What follows belongs to an exercise in optimizing a design on an open flow for a short achievable clock period and few clock cycles per item; a production flow would make more cautious choices.
Function was checked by simulation only, so behaviour that the tests miss may differ from the original.

==> v34 <==
==> flow/design.v <==
module rpc_frame_rx (
    input  wire       clk,
    input  wire       rst,
    input  wire       in_valid,
    output wire       in_ready,
    input  wire [7:0] in_data,
    output wire       out_valid,
    input  wire       out_ready,
    output wire [1:0] out_kind,
    output wire [7:0] out_data,
    output wire       out_last
);
    localparam [7:0] QUOTE  = 8'h22;
    localparam [7:0] HS     = 8'h04;
    localparam [7:0] RBRACE = 8'h7d;
    localparam [1:0] K_MSG = 2'd0, K_HS = 2'd1, K_CRC = 2'd2, K_OVR = 2'd3;
    localparam integer AW    = 9;             
    localparam integer NROW  = 17;            
    localparam integer SIZE  = NROW * 16;     
    localparam integer MARG  = 8;             
    localparam integer QD    = 8;             
    localparam integer FD    = 6;             
    function [AW-1:0] inc;
        input [AW-1:0] p;
        inc = (p == SIZE - 1) ? {AW{1'b0}} : p + 1'b1;
    endfunction
    reg        in_rdy_r;
    reg        v1;
    reg [7:0]  d1;
    always @(posedge clk) begin
        v1 <= in_valid & in_rdy_r & ~rst;
        d1 <= in_data;
    end
    assign in_ready = in_rdy_r;
    reg [AW-1:0] wp;                  
    reg [AW-1:0] span_start;          
    reg [8:0]    len;                 
    reg [1:0]    q;                   
    reg [7:0]    fb;                  
    reg [31:0]   crc;                 
    reg [7:0]    brace_len;           
    reg [31:0]   brace_crc;           
    reg [3:0]    meta_cnt;            
    reg          meta_hex;            
    reg [31:0]   meta_val;            
    wire is_quote = (d1 == QUOTE);
    wire delim    = v1 & is_quote & (q == 2'd2);
    wire oversize = v1 & ~(is_quote & (q == 2'd2)) & len[8];
    wire close    = delim | oversize;
    reg [31:0] crc_next;
    integer i;
    always @(*) begin
        crc_next = crc ^ {24'd0, d1};
        for (i = 0; i < 8; i = i + 1)
            crc_next = crc_next[0] ? ((crc_next >> 1) ^ 32'hEDB88320) : (crc_next >> 1);
    end
    reg       hex_ok;
    reg [3:0] hex_nib;
    always @(*) begin
        hex_ok  = 1'b1;
        hex_nib = 4'd0;
        if (d1 >= 8'h30 && d1 <= 8'h39)      hex_nib = d1[3:0];
        else if (d1 >= 8'h61 && d1 <= 8'h66) hex_nib = d1[3:0] + 4'd9;
        else if (d1 >= 8'h41 && d1 <= 8'h46) hex_nib = d1[3:0] + 4'd9;
        else                                 hex_ok  = 1'b0;
    end
    reg          s2_v;
    reg          s2_ovr;
    reg          s2_empty;
    reg          s2_hs;
    reg          s2_nobr;
    reg          s2_chk;
    reg [AW-1:0] s2_start;
    reg [7:0]    s2_m;
    always @(posedge clk) begin
        if (rst) begin
            wp         <= {AW{1'b0}};
            span_start <= {AW{1'b0}};
            len        <= 9'd0;
            q          <= 2'd0;
            crc        <= 32'hFFFFFFFF;
            brace_len  <= 8'd0;
            meta_cnt   <= 4'd8;
            meta_hex   <= 1'b0;
            s2_v       <= 1'b0;
        end else begin
            s2_v <= close;
            if (v1) begin
                wp <= inc(wp);
                if (len == 9'd0) fb <= d1;
                if (close) begin
                    span_start <= inc(wp);
                    len        <= 9'd0;
                    q          <= 2'd0;
                    crc        <= 32'hFFFFFFFF;
                    brace_len  <= 8'd0;
                    meta_cnt   <= 4'd8;
                end else begin
                    len <= len + 9'd1;
                    q   <= is_quote ? q + 2'd1 : 2'd0;
                    crc <= crc_next;
                    if (d1 == RBRACE) begin
                        brace_len <= len[7:0] + 8'd1;
                        brace_crc <= crc_next;
                        meta_cnt  <= 4'd0;
                        meta_hex  <= 1'b1;
                        meta_val  <= 32'd0;
                    end else if (meta_cnt != 4'd8) begin
                        meta_cnt <= meta_cnt + 4'd1;
                        meta_val <= {meta_val[27:0], hex_nib};
                        if (!hex_ok) meta_hex <= 1'b0;
                    end
                end
            end
        end
        if (close) begin
            s2_ovr   <= oversize;
            s2_empty <= (len == 9'd2);
            s2_hs    <= (len == 9'd3) && (fb == HS);
            s2_nobr  <= (brace_len == 8'd0);
            s2_chk   <= (meta_cnt == 4'd8) && meta_hex;
            s2_start <= span_start;
            s2_m     <= brace_len;
        end
    end
    reg [NROW-1:0] w_row;
    reg [15:0]     w_col;
    reg [NROW-1:0] w_ren;             
    wire [NROW-1:0] w_row_nx = (v1 && w_col[15]) ? {w_row[NROW-2:0], w_row[NROW-1]} : w_row;
    always @(posedge clk) begin
        w_ren <= (in_valid & in_rdy_r & ~rst) ? w_row_nx : {NROW{1'b0}};
        if (rst) begin
            w_row <= {{(NROW-1){1'b0}}, 1'b1};
            w_col <= 16'd1;
        end else if (v1) begin
            w_col <= {w_col[14:0], w_col[15]};
            if (w_col[15]) w_row <= {w_row[NROW-2:0], w_row[NROW-1]};
        end
    end
    wire [8*SIZE-1:0] mflat;
    genvar g;
    generate
        for (g = 0; g < SIZE; g = g + 1) begin : g_mem
            reg [7:0] b;
            always @(posedge clk) if (w_ren[g/16] && w_col[g%16]) b <= d1;
            assign mflat[8*g +: 8] = b;
        end
    endgenerate
    wire       s2_crc_bad = s2_chk && ((brace_crc ^ 32'hFFFFFFFF) != meta_val);
    reg        s2_push;
    reg [1:0]  s2_kind;
    always @(*) begin
        s2_push = s2_v;
        s2_kind = K_MSG;
        if (s2_ovr)          s2_kind = K_OVR;
        else if (s2_empty)   s2_push = 1'b0;
        else if (s2_hs)      s2_kind = K_HS;
        else if (s2_nobr)    s2_push = 1'b0;
        else if (s2_crc_bad) s2_kind = K_CRC;
    end
    reg [QD-1:0] rq_v;
    reg [1:0]    rq_k [0:QD-1];
    reg [AW-1:0] rq_s [0:QD-1];
    reg [7:0]    rq_m [0:QD-1];
    wire         rq_pop;
    wire [QD-1:0] rq_vn = {1'b0, rq_v[QD-1:1]};      
    wire [QD-1:0] rq_vp = {rq_v[QD-2:0], 1'b1};      
    integer j;
    always @(posedge clk) begin
        if (rst) begin
            rq_v <= {QD{1'b0}};
        end else begin
            for (j = 0; j < QD; j = j + 1) begin
                if (rq_pop) begin
                    if (rq_vn[j]) begin
                        rq_v[j] <= 1'b1;
                        rq_k[j] <= rq_k[(j+1)%QD];
                        rq_s[j] <= rq_s[(j+1)%QD];
                        rq_m[j] <= rq_m[(j+1)%QD];
                    end else begin
                        rq_v[j] <= s2_push && rq_v[j];
                        rq_k[j] <= s2_kind;
                        rq_s[j] <= s2_start;
                        rq_m[j] <= s2_m;
                    end
                end else if (!rq_v[j] && rq_vp[j]) begin
                    rq_v[j] <= s2_push;
                    rq_k[j] <= s2_kind;
                    rq_s[j] <= s2_start;
                    rq_m[j] <= s2_m;
                end
            end
        end
    end
    reg [2:0]    cr;                  
    reg          busy;                
    reg [AW-1:0] rp;                  
    reg [7:0]    rem;                 
    reg          credit;              
    wire         issue  = credit && (busy || rq_v[0]);
    assign       rq_pop = credit && !busy && rq_v[0];
    wire [AW-1:0] iss_addr = busy ? rp : rq_s[0];
    wire [1:0]    iss_kind = busy ? K_MSG : rq_k[0];
    wire          iss_last = busy ? (rem == 8'd1) : (rq_m[0] == 8'd1);
    reg            ra_v;
    reg  [1:0]     ra_k;
    reg            ra_l;
    reg  [4*NROW-1:0] ra_sel;         
    reg  [1:0]     ra_lo;
    reg            rb_v;
    reg  [1:0]     rb_k;
    reg            rb_l;
    reg  [31:0]    rb_word;
    reg  [1:0]     rb_lo;
    integer r;
    reg [31:0] wordv;
    always @(*) begin
        wordv = 32'd0;
        for (r = 0; r < 4 * NROW; r = r + 1)
            wordv = wordv | ({32{ra_sel[r]}} & mflat[32*r +: 32]);
    end
    always @(posedge clk) begin
        if (rst) begin
            busy <= 1'b0;
            ra_v <= 1'b0;
            rb_v <= 1'b0;
        end else begin
            if (issue) begin
                if (busy) begin
                    rp   <= inc(rp);
                    rem  <= rem - 8'd1;
                    if (rem == 8'd1) busy <= 1'b0;
                end else if (rq_k[0] == K_MSG) begin
                    rp   <= inc(rq_s[0]);
                    rem  <= rq_m[0] - 8'd1;
                    busy <= (rq_m[0] != 8'd1);
                end
            end
            ra_v <= issue;
            rb_v <= ra_v;
        end
        ra_k   <= iss_kind;
        ra_l   <= iss_last;
        ra_lo  <= iss_addr[1:0];
        for (r = 0; r < 4 * NROW; r = r + 1)
            ra_sel[r] <= (iss_addr[AW-1:2] == r);
        rb_k   <= ra_k;
        rb_l   <= ra_l;
        rb_lo  <= ra_lo;
        rb_word <= wordv;
    end
    wire [7:0] rb_byte = rb_word[8*rb_lo +: 8];
    reg          rc_v;
    reg [10:0]   rc_e;                
    always @(posedge clk) begin
        rc_v <= rb_v & ~rst;
        rc_e <= {rb_k, rb_l, rb_byte};
    end
    localparam integer FN = 8;
    reg [10:0]   of_e [0:FN-1];
    reg [FN-1:0] of_wp;
    reg [FN-1:0] of_rp;
    reg [3:0]    of_n;
    reg          o_v;
    reg [10:0]   o_e;
    wire         of_pop = o_v & out_ready;
    reg [10:0]   at0, at1;            
    integer f;
    always @(*) begin
        at0 = 11'd0;
        at1 = 11'd0;
        for (f = 0; f < FN; f = f + 1) begin
            at0 = at0 | ({11{of_rp[f]}} & of_e[f]);
            at1 = at1 | ({11{of_rp[(f+FN-1)%FN]}} & of_e[f]);
        end
    end
    wire [10:0]  head0  = (of_n == 4'd0) ? rc_e : at0;
    wire [10:0]  head1  = (of_n == 4'd1) ? rc_e : at1;
    wire         hv0    = (of_n != 4'd0) | rc_v;
    wire         hv1    = (of_n[3:1] != 3'd0) | rc_v;
    wire [2:0]   cr_nx  = cr + {2'd0, issue} - {2'd0, of_pop};
    always @(posedge clk) begin
        for (f = 0; f < FN; f = f + 1)
            if (rc_v && of_wp[f]) of_e[f] <= rc_e;
        o_e <= of_pop ? head1 : head0;
        if (rst) begin
            of_wp  <= {{(FN-1){1'b0}}, 1'b1};
            of_rp  <= {{(FN-1){1'b0}}, 1'b1};
            of_n   <= 4'd0;
            o_v    <= 1'b0;
            cr     <= 3'd0;
            credit <= 1'b1;
        end else begin
            if (rc_v)   of_wp <= {of_wp[FN-2:0], of_wp[FN-1]};
            if (of_pop) of_rp <= {of_rp[FN-2:0], of_rp[FN-1]};
            of_n   <= of_n + {3'd0, rc_v} - {3'd0, of_pop};
            o_v    <= of_pop ? hv1 : hv0;
            cr     <= cr_nx;
            credit <= (cr_nx < FD);
        end
    end
    assign out_valid = o_v;
    assign out_kind  = o_e[10:9];
    assign out_last  = o_e[8];
    assign out_data  = o_e[7:0];
    reg [AW-1:0] tail;
    reg [AW-1:0] occ;
    reg [AW:0]   occ_d;               
    always @(posedge clk) begin
        if (rst)           tail <= {AW{1'b0}};
        else if (busy)          tail <= rp;
        else if (rq_v[0])  tail <= rq_s[0];
        else if (s2_v)     tail <= s2_start;
        else               tail <= span_start;
        occ_d <= {1'b0, wp} - {1'b0, tail};
        if (rst)              occ <= {AW{1'b0}};
        else if (!occ_d[AW])  occ <= occ_d[AW-1:0];
        else                  occ <= occ_d[AW-1:0] + SIZE;
        if (rst) in_rdy_r <= 1'b0;
        else     in_rdy_r <= (occ < SIZE - MARG) && !rq_v[QD-3];
    end
endmodule
==> flow/run.sh <==
#!/bin/bash
# synth_recipe.tcl (not shown) runs the flow's synth.tcl, then flattens the netlist and writes it again
# the make line also repeats each setting of config.mk as NAME=value (left out here)
make -C /OpenROAD-flow-scripts/flow DESIGN_CONFIG=/design/flow/config.mk WORK_HOME=/design/flow/orfs CLKGATE_MAP_FILE= SYNTH_SCRIPT=/design/flow/synth_recipe.tcl finish
==> flow/config.mk <==
export PLATFORM = sky130hd
export DESIGN_NAME = rpc_frame_rx
export DESIGN_NICKNAME = rpc_frame_rx
export VERILOG_FILES = /design/flow/design.v
export SDC_FILE = /design/flow/constraint.sdc
export NUM_CORES = 4
export LEC_CHECK = 0
export ABC_CLOCK_PERIOD_IN_PS = 2000
export CAP_MARGIN = 50
export CORE_MARGIN = 2
export CORE_UTILIZATION = 60
export CTS_CLUSTER_DIAMETER = 100
export CTS_CLUSTER_SIZE = 25
export SETUP_SLACK_MARGIN = 4.5
export SLEW_MARGIN = 70
==> flow/constraint.sdc <==
create_clock -name core_clock -period 7.0 [get_ports {clk}]
set_input_delay 1.4000 -clock core_clock [delete_from_list [all_inputs] [get_ports {clk}]]
set_output_delay 1.4000 -clock core_clock [all_outputs]
set_load 0.01 [all_outputs]
==> inputs of v11, as changes to v34 <==
==> flow/design.v, changed modules only <==
module rpc_frame_rx (
    input  wire       clk,
    input  wire       rst,
    input  wire       in_valid,
    output wire       in_ready,
    input  wire [7:0] in_data,
    output wire       out_valid,
    input  wire       out_ready,
    output wire [1:0] out_kind,
    output wire [7:0] out_data,
    output wire       out_last
);
    localparam [7:0] QUOTE  = 8'h22;
    localparam [7:0] HS     = 8'h04;
    localparam [7:0] RBRACE = 8'h7d;
    localparam [1:0] K_MSG = 2'd0, K_HS = 2'd1, K_CRC = 2'd2, K_OVR = 2'd3;
    localparam integer AW    = 9;             
    localparam integer NROW  = 17;            
    localparam integer SIZE  = NROW * 16;     
    localparam integer MARG  = 8;             
    localparam integer QD    = 8;             
    localparam integer FD    = 5;             
    function [AW-1:0] inc;
        input [AW-1:0] p;
        inc = (p == SIZE - 1) ? {AW{1'b0}} : p + 1'b1;
    endfunction
    reg        in_rdy_r;
    reg        v1;
    reg [7:0]  d1;
    always @(posedge clk) begin
        v1 <= in_valid & in_rdy_r & ~rst;
        d1 <= in_data;
    end
    assign in_ready = in_rdy_r;
    reg [AW-1:0] wp;                  
    reg [AW-1:0] span_start;          
    reg [8:0]    len;                 
    reg [1:0]    q;                   
    reg [7:0]    fb;                  
    reg [31:0]   crc;                 
    reg [7:0]    brace_len;           
    reg [31:0]   brace_crc;           
    reg [3:0]    meta_cnt;            
    reg          meta_hex;            
    reg [31:0]   meta_val;            
    wire is_quote = (d1 == QUOTE);
    wire delim    = v1 & is_quote & (q == 2'd2);
    wire oversize = v1 & ~(is_quote & (q == 2'd2)) & len[8];
    wire close    = delim | oversize;
    reg [31:0] crc_next;
    integer i;
    always @(*) begin
        crc_next = crc ^ {24'd0, d1};
        for (i = 0; i < 8; i = i + 1)
            crc_next = crc_next[0] ? ((crc_next >> 1) ^ 32'hEDB88320) : (crc_next >> 1);
    end
    reg       hex_ok;
    reg [3:0] hex_nib;
    always @(*) begin
        hex_ok  = 1'b1;
        hex_nib = 4'd0;
        if (d1 >= 8'h30 && d1 <= 8'h39)      hex_nib = d1[3:0];
        else if (d1 >= 8'h61 && d1 <= 8'h66) hex_nib = d1[3:0] + 4'd9;
        else if (d1 >= 8'h41 && d1 <= 8'h46) hex_nib = d1[3:0] + 4'd9;
        else                                 hex_ok  = 1'b0;
    end
    reg          s2_v;
    reg          s2_ovr;
    reg          s2_empty;
    reg          s2_hs;
    reg          s2_nobr;
    reg          s2_chk;
    reg [AW-1:0] s2_start;
    reg [7:0]    s2_m;
    always @(posedge clk) begin
        if (rst) begin
            wp         <= {AW{1'b0}};
            span_start <= {AW{1'b0}};
            len        <= 9'd0;
            q          <= 2'd0;
            crc        <= 32'hFFFFFFFF;
            brace_len  <= 8'd0;
            meta_cnt   <= 4'd8;
            meta_hex   <= 1'b0;
            s2_v       <= 1'b0;
        end else begin
            s2_v <= close;
            if (v1) begin
                wp <= inc(wp);
                if (len == 9'd0) fb <= d1;
                if (close) begin
                    span_start <= inc(wp);
                    len        <= 9'd0;
                    q          <= 2'd0;
                    crc        <= 32'hFFFFFFFF;
                    brace_len  <= 8'd0;
                    meta_cnt   <= 4'd8;
                end else begin
                    len <= len + 9'd1;
                    q   <= is_quote ? q + 2'd1 : 2'd0;
                    crc <= crc_next;
                    if (d1 == RBRACE) begin
                        brace_len <= len[7:0] + 8'd1;
                        brace_crc <= crc_next;
                        meta_cnt  <= 4'd0;
                        meta_hex  <= 1'b1;
                        meta_val  <= 32'd0;
                    end else if (meta_cnt != 4'd8) begin
                        meta_cnt <= meta_cnt + 4'd1;
                        meta_val <= {meta_val[27:0], hex_nib};
                        if (!hex_ok) meta_hex <= 1'b0;
                    end
                end
            end
        end
        if (close) begin
            s2_ovr   <= oversize;
            s2_empty <= (len == 9'd2);
            s2_hs    <= (len == 9'd3) && (fb == HS);
            s2_nobr  <= (brace_len == 8'd0);
            s2_chk   <= (meta_cnt == 4'd8) && meta_hex;
            s2_start <= span_start;
            s2_m     <= brace_len;
        end
    end
    reg [SIZE-1:0] wen;
    reg [7:0]      wd;
    wire [8*SIZE-1:0] mflat;
    genvar g;
    generate
        for (g = 0; g < SIZE; g = g + 1) begin : g_mem
            reg [7:0] b;
            always @(posedge clk) begin
                wen[g] <= v1 && (wp == g);
                if (wen[g]) b <= wd;
            end
            assign mflat[8*g +: 8] = b;
        end
    endgenerate
    always @(posedge clk) wd <= d1;
    wire       s2_crc_bad = s2_chk && ((brace_crc ^ 32'hFFFFFFFF) != meta_val);
    reg        s2_push;
    reg [1:0]  s2_kind;
    always @(*) begin
        s2_push = s2_v;
        s2_kind = K_MSG;
        if (s2_ovr)          s2_kind = K_OVR;
        else if (s2_empty)   s2_push = 1'b0;
        else if (s2_hs)      s2_kind = K_HS;
        else if (s2_nobr)    s2_push = 1'b0;
        else if (s2_crc_bad) s2_kind = K_CRC;
    end
    reg [QD-1:0] rq_v;
    reg [1:0]    rq_k [0:QD-1];
    reg [AW-1:0] rq_s [0:QD-1];
    reg [7:0]    rq_m [0:QD-1];
    wire         rq_pop;
    wire [QD-1:0] rq_vn = {1'b0, rq_v[QD-1:1]};      
    wire [QD-1:0] rq_vp = {rq_v[QD-2:0], 1'b1};      
    integer j;
    always @(posedge clk) begin
        if (rst) begin
            rq_v <= {QD{1'b0}};
        end else begin
            for (j = 0; j < QD; j = j + 1) begin
                if (rq_pop) begin
                    if (rq_vn[j]) begin
                        rq_v[j] <= 1'b1;
                        rq_k[j] <= rq_k[(j+1)%QD];
                        rq_s[j] <= rq_s[(j+1)%QD];
                        rq_m[j] <= rq_m[(j+1)%QD];
                    end else begin
                        rq_v[j] <= s2_push && rq_v[j];
                        rq_k[j] <= s2_kind;
                        rq_s[j] <= s2_start;
                        rq_m[j] <= s2_m;
                    end
                end else if (!rq_v[j] && rq_vp[j]) begin
                    rq_v[j] <= s2_push;
                    rq_k[j] <= s2_kind;
                    rq_s[j] <= s2_start;
                    rq_m[j] <= s2_m;
                end
            end
        end
    end
    reg [2:0]    cr;                  
    reg          busy;                
    reg [AW-1:0] rp;                  
    reg [7:0]    rem;                 
    wire         credit = (cr < FD);
    wire         issue  = credit && (busy || rq_v[0]);
    assign       rq_pop = credit && !busy && rq_v[0];
    wire [AW-1:0] iss_addr = busy ? rp : rq_s[0];
    wire [1:0]    iss_kind = busy ? K_MSG : rq_k[0];
    wire          iss_last = busy ? (rem == 8'd1) : (rq_m[0] == 8'd1);
    reg            ra_v;
    reg  [1:0]     ra_k;
    reg            ra_l;
    reg  [NROW-1:0] ra_row;
    reg  [3:0]     ra_lo;
    reg            rb_v;
    reg  [1:0]     rb_k;
    reg            rb_l;
    reg  [127:0]   rb_row;
    reg  [3:0]     rb_lo;
    integer r;
    reg [127:0] rowv;
    always @(*) begin
        rowv = 128'd0;
        for (r = 0; r < NROW; r = r + 1)
            rowv = rowv | ({128{ra_row[r]}} & mflat[128*r +: 128]);
    end
    always @(posedge clk) begin
        if (rst) begin
            busy <= 1'b0;
            ra_v <= 1'b0;
            rb_v <= 1'b0;
        end else begin
            if (issue) begin
                if (busy) begin
                    rp   <= inc(rp);
                    rem  <= rem - 8'd1;
                    if (rem == 8'd1) busy <= 1'b0;
                end else if (rq_k[0] == K_MSG) begin
                    rp   <= inc(rq_s[0]);
                    rem  <= rq_m[0] - 8'd1;
                    busy <= (rq_m[0] != 8'd1);
                end
            end
            ra_v <= issue;
            rb_v <= ra_v;
        end
        ra_k   <= iss_kind;
        ra_l   <= iss_last;
        ra_lo  <= iss_addr[3:0];
        for (r = 0; r < NROW; r = r + 1)
            ra_row[r] <= (iss_addr[AW-1:4] == r);
        rb_k   <= ra_k;
        rb_l   <= ra_l;
        rb_lo  <= ra_lo;
        rb_row <= rowv;
    end
    wire [7:0] rb_byte = rb_row[8*rb_lo +: 8];
    localparam integer FN = 8;
    reg [10:0]   of_e [0:FN-1];       
    reg [2:0]    of_wp;
    reg [2:0]    of_rp;
    reg [3:0]    of_n;
    reg          o_v;
    reg [10:0]   o_e;
    wire         of_pop = o_v & out_ready;
    wire [10:0]  rb_e   = {rb_k, rb_l, rb_byte};
    wire [10:0]  head0  = (of_n == 4'd0) ? rb_e : of_e[of_rp];
    wire [10:0]  head1  = (of_n == 4'd1) ? rb_e : of_e[of_rp + 3'd1];
    wire         hv0    = (of_n != 4'd0) | rb_v;
    wire         hv1    = (of_n[3:1] != 3'd0) | rb_v;
    always @(posedge clk) begin
        if (rb_v) of_e[of_wp] <= rb_e;
        o_e <= of_pop ? head1 : head0;
        if (rst) begin
            of_wp <= 3'd0;
            of_rp <= 3'd0;
            of_n  <= 4'd0;
            o_v   <= 1'b0;
            cr    <= 3'd0;
        end else begin
            of_wp <= of_wp + {2'd0, rb_v};
            of_rp <= of_rp + {2'd0, of_pop};
            of_n  <= of_n + {3'd0, rb_v} - {3'd0, of_pop};
            o_v   <= of_pop ? hv1 : hv0;
            cr    <= cr + {2'd0, issue} - {2'd0, of_pop};
        end
    end
    assign out_valid = o_v;
    assign out_kind  = o_e[10:9];
    assign out_last  = o_e[8];
    assign out_data  = o_e[7:0];
    reg [AW-1:0] tail;
    reg [AW-1:0] occ;
    always @(posedge clk) begin
        if (rst)           tail <= {AW{1'b0}};
        else if (busy)          tail <= rp;
        else if (rq_v[0])  tail <= rq_s[0];
        else if (s2_v)     tail <= s2_start;
        else               tail <= span_start;
        if (rst)              occ <= {AW{1'b0}};
        else if (wp >= tail)  occ <= wp - tail;
        else                  occ <= wp + SIZE - tail;
        if (rst) in_rdy_r <= 1'b0;
        else     in_rdy_r <= (occ < SIZE - MARG) && !rq_v[QD-3];
    end
endmodule
--- a/flow/config.mk
+++ b/flow/config.mk
@@ -7,9 +7,7 @@
 export LEC_CHECK = 0
 export ABC_CLOCK_PERIOD_IN_PS = 2000
-export CAP_MARGIN = 50
+export CAP_MARGIN = 20
 export CORE_MARGIN = 2
 export CORE_UTILIZATION = 60
-export CTS_CLUSTER_DIAMETER = 100
-export CTS_CLUSTER_SIZE = 25
 export SETUP_SLACK_MARGIN = 4.5
-export SLEW_MARGIN = 70
+export SLEW_MARGIN = 20
==> inputs of v5, as changes to v34 <==
--- a/flow/design.v
+++ b/flow/design.v
@@ -20,5 +20,5 @@
     localparam integer MARG  = 8;             
     localparam integer QD    = 8;             
-    localparam integer FD    = 6;             
+    localparam integer FD    = 7;             
     function [AW-1:0] inc;
         input [AW-1:0] p;
@@ -126,8 +126,12 @@
     reg [NROW-1:0] w_row;
     reg [15:0]     w_col;
-    reg [NROW-1:0] w_ren;             
+    reg [SIZE-1:0] w_en;              
     wire [NROW-1:0] w_row_nx = (v1 && w_col[15]) ? {w_row[NROW-2:0], w_row[NROW-1]} : w_row;
+    wire [15:0]     w_col_nx = v1 ? {w_col[14:0], w_col[15]} : w_col;
+    wire            w_acc    = in_valid & in_rdy_r & ~rst;
+    integer e;
     always @(posedge clk) begin
-        w_ren <= (in_valid & in_rdy_r & ~rst) ? w_row_nx : {NROW{1'b0}};
+        for (e = 0; e < SIZE; e = e + 1)
+            w_en[e] <= w_acc & w_row_nx[e/16] & w_col_nx[e%16];
         if (rst) begin
             w_row <= {{(NROW-1){1'b0}}, 1'b1};
@@ -143,5 +147,5 @@
         for (g = 0; g < SIZE; g = g + 1) begin : g_mem
             reg [7:0] b;
-            always @(posedge clk) if (w_ren[g/16] && w_col[g%16]) b <= d1;
+            always @(posedge clk) if (w_en[g]) b <= d1;
             assign mflat[8*g +: 8] = b;
         end
@@ -211,12 +215,17 @@
     reg  [1:0]     rb_k;
     reg            rb_l;
-    reg  [31:0]    rb_word;
+    reg  [127:0]   rb_quad;           
     reg  [1:0]     rb_lo;
+    reg            rb2_v;
+    reg  [1:0]     rb2_k;
+    reg            rb2_l;
+    reg  [31:0]    rb2_word;
+    reg  [1:0]     rb2_lo;
     integer r;
-    reg [31:0] wordv;
+    reg [127:0] quadv;
     always @(*) begin
-        wordv = 32'd0;
+        quadv = 128'd0;
         for (r = 0; r < 4 * NROW; r = r + 1)
-            wordv = wordv | ({32{ra_sel[r]}} & mflat[32*r +: 32]);
+            quadv[32*(r/NROW) +: 32] = quadv[32*(r/NROW) +: 32] | ({32{ra_sel[r]}} & mflat[32*r +: 32]);
     end
     always @(posedge clk) begin
@@ -225,4 +234,5 @@
             ra_v <= 1'b0;
             rb_v <= 1'b0;
+            rb2_v <= 1'b0;
         end else begin
             if (issue) begin
@@ -239,4 +249,5 @@
             ra_v <= issue;
             rb_v <= ra_v;
+            rb2_v <= rb_v;
         end
         ra_k   <= iss_kind;
@@ -248,12 +259,16 @@
         rb_l   <= ra_l;
         rb_lo  <= ra_lo;
-        rb_word <= wordv;
+        rb_quad <= quadv;
+        rb2_k   <= rb_k;
+        rb2_l   <= rb_l;
+        rb2_lo  <= rb_lo;
+        rb2_word <= rb_quad[31:0] | rb_quad[63:32] | rb_quad[95:64] | rb_quad[127:96];
     end
-    wire [7:0] rb_byte = rb_word[8*rb_lo +: 8];
+    wire [7:0] rb_byte = rb2_word[8*rb2_lo +: 8];
     reg          rc_v;
     reg [10:0]   rc_e;                
     always @(posedge clk) begin
-        rc_v <= rb_v & ~rst;
-        rc_e <= {rb_k, rb_l, rb_byte};
+        rc_v <= rb2_v & ~rst;
+        rc_e <= {rb2_k, rb2_l, rb_byte};
     end
     localparam integer FN = 8;
--- a/flow/config.mk
+++ b/flow/config.mk
@@ -7,9 +7,9 @@
 export LEC_CHECK = 0
 export ABC_CLOCK_PERIOD_IN_PS = 2000
-export CAP_MARGIN = 50
+export CAP_MARGIN = 20
 export CORE_MARGIN = 2
-export CORE_UTILIZATION = 60
+export CORE_UTILIZATION = 75
 export CTS_CLUSTER_DIAMETER = 100
 export CTS_CLUSTER_SIZE = 25
 export SETUP_SLACK_MARGIN = 4.5
-export SLEW_MARGIN = 70
+export SLEW_MARGIN = 20
==> impl_metrics.json <==
{
  "seq_cells": 2853,
  "syn_area_per_cell_um2": 17.2,
  "critPathLaunch": "ra_sel[31]",
  "powerClk_uw": 9020,
  "grtUsageMet1_pct": 57.5,
  "status": "finished clean",
  "grt_max_degree": 80,
  "multi_input_area_share_pct": 19.6,
  "clk_path_buf_depth": 3,
  "dr.pass1.iters": 8,
  "routed_wl_um": 374000,
  "path_max_fanout": 9,
  "dpl.hpwl_um": 230000,
  "cts.reportedPaths.clkPinSlew_ns": 0.10
}
Source of the figures above: v34

==> impl_metrics.json <==
{
  "status": "finished clean",
  "synth_warnings": 5,
  "routed_wl_um": 285000,
  "grtUsageMet1_pct": 53.1,
  "dr.pass1.iters": 8,
  "seq_cells": 3242,
  "path_max_fanout": 2,
  "multi_input_area_share_pct": 17.5,
  "critPathLaunch": "in_rdy_r",
  "clk_path_buf_depth": 3,
  "dpl.hpwl_um": 166000
}
Source of the figures above: v5

==> impl_metrics.json <==
{
  "syn_area_per_cell_um2": 16.9,
  "cts.reportedPaths.clkPinSlew_ns": 0.06,
  "multi_input_area_share_pct": 17.4,
  "powerClk_uw": 16400,
  "grtUsageMet1_pct": 44.0,
  "seq_cells": 3102,
  "status": "finished clean",
  "dr.pass1.iters": 9,
  "dr_wl_met2_um": 137000,
  "path_max_fanout": 2,
  "dpl.hpwl_um": 161000,
  "fmax_ghz": 0.359,
  "clk_path_buf_depth": 4,
  "critPathLaunch": "in_rdy_r"
}
Source of the figures above: v11

Testbench counts of v34, summed over its fixed seeds: cycles 198,133, bytes 196,798.
Testbench counts of v11, summed over its fixed seeds: cycles 198,125, bytes 196,798.
Testbench counts of v5, summed over its fixed seeds: cycles 198,141, bytes 196,798.

[what the ideal ports hide]
How much do the figures lean on ideal ports? The routed layouts below were timed once more, with nothing changed but the port constraints.
Step 1: set_driving_cell puts a clkbuf_16 on clk and a buf_2 on each other input, an assumption about the parent block.
Step 2 moves the port delays by t, midway between the first and last clock arrival at a register: inputs arrive t later, outputs are due t later. That takes back most of the time a late clock gives input paths.
Three values: ideal, step 1, step 2; two values: the first two.
run | t, ns | slack for setup (ns) | latest minus earliest clock arrival (ns)
v34 | 0.923 | 4.202 / 4.171 / 3.733 | 0.043 / 0.043
v11 | 1.008 | 4.218 / 4.125 / 3.842 | 0.061 / 0.062
v5 | 0.876 | 4.297 / 4.220 / 3.567 | 0.028 / 0.028
After both steps every run listed still meets setup and hold. For v5, which loses most, drivers alone change the setup slack by -0.077 ns; drivers and shift together by -0.730 ns.
